Source: an optimization exercise on an open RTL-to-GDS flow (aim: small area, a short achievable clock period and few clock cycles). Production flows keep margins and buffers that such runs may drop. Only simulation tests tie the RTL to the original design; equivalence was not proved. Power and IR drop assume default switching activity.

==> inputs of wip/cedar <==
==> flow/design.v (excerpt) <==
module drp_predictor (
    input  wire        clk,
    input  wire        rst,
    input  wire        cmd_valid,
    output wire        cmd_ready,
    input  wire [2:0]  cmd_op,
    input  wire [15:0] cmd_arg,
    input  wire [31:0] cmd_data,
    output reg         resp_valid,
    output reg  [3:0]  resp_status,
    output reg         resp_flag,
    output reg  [31:0] resp_result
);
export LEC_CHECK = 0
export CAP_MARGIN = 20
export CORE_MARGIN = 2
export CORE_UTILIZATION = 60
export CTS_CLUSTER_DIAMETER = 60
export CTS_CLUSTER_SIZE = 30
export SLEW_MARGIN = 20
create_clock -name core_clock -period 12.0 [get_ports {clk}]
standard.sh (not shown) runs the stock make flow with config.mk's settings and CLKGATE_MAP_FILE= SYNTH_SCRIPT=/design/flow/synth_recipe.tcl, a recipe that flattens the netlist after the stock synthesis.
==> flow/flow/run.sh <==
#!/bin/bash
set -euo pipefail
bash standard.sh SETUP_SLACK_MARGIN=8 MATCH_CELL_FOOTPRINT=0 \
    "BUFFER_PORTS_ARGS=-buffer_cell sky130_fd_sc_hd__buf_4" finish > standard.log 2>&1
==> inputs of wip/nickel, as changes to wip/cedar <==
--- a/flow/design.v
+++ b/flow/design.v
@@ -198,10 +198,11 @@
     reg [NB-1:0] b_sel;      
     reg [1:0]  b_r;          
     reg        x_init;       
     reg        x_upd;        
     reg [3:0]  x_bk;         
+    reg [NB-1:0] x_sel;      
     reg [DEPTH-1:1] x_sh;    
     reg [31:0] x_new0;       
     wire       init_b   = b_v && b_init;
     wire       init_x   = resp_valid && x_init;
     wire       inited_f = inited || init_b || init_x;
@@ -470,37 +471,30 @@
                 end
             end
             if (b_r == 2'd0)           rdw_n = x_new0;
         end
     end
-    wire       hit   = |m_n;
-    wire [1:0] rank  = {m_n[3] | m_n[2], m_n[3] | m_n[1]};
     wire       rd_ok = lv_n[b_r];
     wire [2:0] occ   = lv_n[3] ? 3'd4 : lv_n[2] ? 3'd3 : lv_n[1] ? 3'd2 : lv_n[0] ? 3'd1 : 3'd0;
     reg [DEPTH-1:1] sh;
     always @(*) begin
         for (j = 1; j < DEPTH; j = j + 1)
             sh[j] = b_pred ? ~|(m_n & ((4'd1 << j) - 4'd1)) : (j <= b_r);
     end
+    wire [31:0] pred_res = {8'd0, m_n[3], 1'b0, m_n[1] | m_n[2], m_n[2],
+                            1'b0, m_n[1] | m_n[2] | m_n[3], m_n[0], m_n[0] | m_n[3],
+                            4'd0, b_bk, 6'd0, m_n[2] | m_n[3], m_n[1] | m_n[3]};
     reg [3:0]  r_status;
     reg        r_flag;
     reg [31:0] r_result;
-    reg [14:0] r_code;
     always @(*) begin
-        case (rank)
-            2'd0: r_code = {4'd3, 11'd0};
-            2'd1: r_code = {4'd4, 11'd2};
-            2'd2: r_code = {4'd4, 11'd3};
-            default: r_code = {4'd5, 11'd8};
-        endcase
         r_status = b_st;
         r_flag   = b_fl;
         r_result = b_w;
         if (b_pred) begin
-            r_flag   = hit;
-            r_result = hit ? {1'b0, r_code[10:0], r_code[14:11], 4'd0, b_bk, 6'd0, rank}
-                           : {20'd0, b_bk, 8'd0};
+            r_flag   = |m_n;
+            r_result = pred_res;
         end else if (b_rhit) begin
             r_status = rd_ok ? ST_OK : ST_CORRUPT;
             r_flag   = rd_ok;
             r_result = rd_ok ? rdw_n : 32'd0;
         end else if (b_dread) begin
@@ -514,19 +508,20 @@
         resp_flag   <= r_flag;
         resp_result <= r_result;
         x_init      <= b_init;
         x_upd       <= b_v && !rst && (b_pred || (b_rhit && rd_ok));
         x_bk        <= b_bk;
+        x_sel       <= b_sel;
         x_sh        <= sh;
         x_new0      <= b_pred ? b_w : rdw_n;
     end
     always @(posedge clk) begin
         for (i = 0; i < NB; i = i + 1) begin
             if (init_x) begin
                 for (j = 0; j < DEPTH; j = j + 1)
                     vld[DEPTH*i+j] <= 1'b0;
-            end else if (x_upd && x_bk == i) begin
+            end else if (x_upd && x_sel[i]) begin
                 ent[32*DEPTH*i +: 32] <= x_new0;
                 vld[DEPTH*i]          <= 1'b1;
                 for (j = 1; j < DEPTH; j = j + 1) begin
                     if (x_sh[j]) begin
                         ent[32*(DEPTH*i+j) +: 32] <= ent[32*(DEPTH*i+j-1) +: 32];
==> flow/flow/run.sh (replaced) <==
#!/bin/bash
set -euo pipefail
bash standard.sh SETUP_SLACK_MARGIN=8.5 MATCH_CELL_FOOTPRINT=0 \
    "BUFFER_PORTS_ARGS=-buffer_cell sky130_fd_sc_hd__buf_4" finish > standard.log 2>&1
==> notes <==
Against wip/cedar, the register-to-register slack of wip/nickel is higher by 520 ps.
In wip/nickel the via count is smaller than in wip/cedar, by 1.8%.
Between wip/cedar and wip/nickel, the lower total power is in wip/cedar (gap 2.1%, measured against wip/nickel).
Between wip/nickel and wip/cedar, the lower clock skew is in wip/nickel (gap 2.0 ps).
Of wip/nickel and wip/cedar, wip/cedar has the higher worst hold slack (gap 3.9 ps).
Cell area is about the same in wip/nickel and wip/cedar.
==> figures <==
| metric | wip/cedar | wip/nickel |
|---|---|---|
| Met1 Wirelength | 125000 um | 121000 um |
| Routability Congestion | 1.01 | 0.981 |
| Total power | 21.7 mW | 22.2 mW |
| Share of the final layout cell area in multi-input gates | 22.8% | 22.6% |
| ANT cells | 14 | 10 |
| Layout non-clock buf frac | 4.26% | 4.17% |
| Met2 usage in global routing | 68.8% | 65.8% |
| Worst slack on hold paths | 335 ps | 331 ps |
| Final wirelength | 389000 um | 367000 um |
| Number of different library cells in the post-synthesis netlist | 87 | 86 |
| Outcome | finished clean | finished clean |
| Wire length of the first global-routing pass | 508000 um | 484000 um |
| Startpoint of the worst hold path | a_arg[11] | a_arg[10] |
Testbench counts of wip/cedar, summed over its fixed seeds: cycles 16,024.
Testbench counts of wip/nickel, summed over its fixed seeds: cycles 16,024.

-- afterwards: timing with drivers on the ports --
In the flow no input, the clock included, has a driving cell. The finished layouts below were timed again as built, in two steps.
Step 1 assumes that a clkbuf_16 drives the clock port and a buf_2 every other input.
Step 2 moves the port delays by t, midway between the first and last clock arrival at a register: inputs arrive t later, outputs are due t later. That takes back most of the time a late clock gives input paths.
Slacks: no drivers / after step 1 / after step 2; pairs: no drivers / after step 1.
run	shift t [ns]	setup slack, ns	worst hold slack (ns)
wip/cedar	0.896	7.785 / 7.785 / 7.785	0.335 / 0.335 / 0.335
wip/nickel	0.908	8.206 / 8.116 / 8.302	0.331 / 0.331 / 0.331
After both steps every run listed still meets setup and hold.
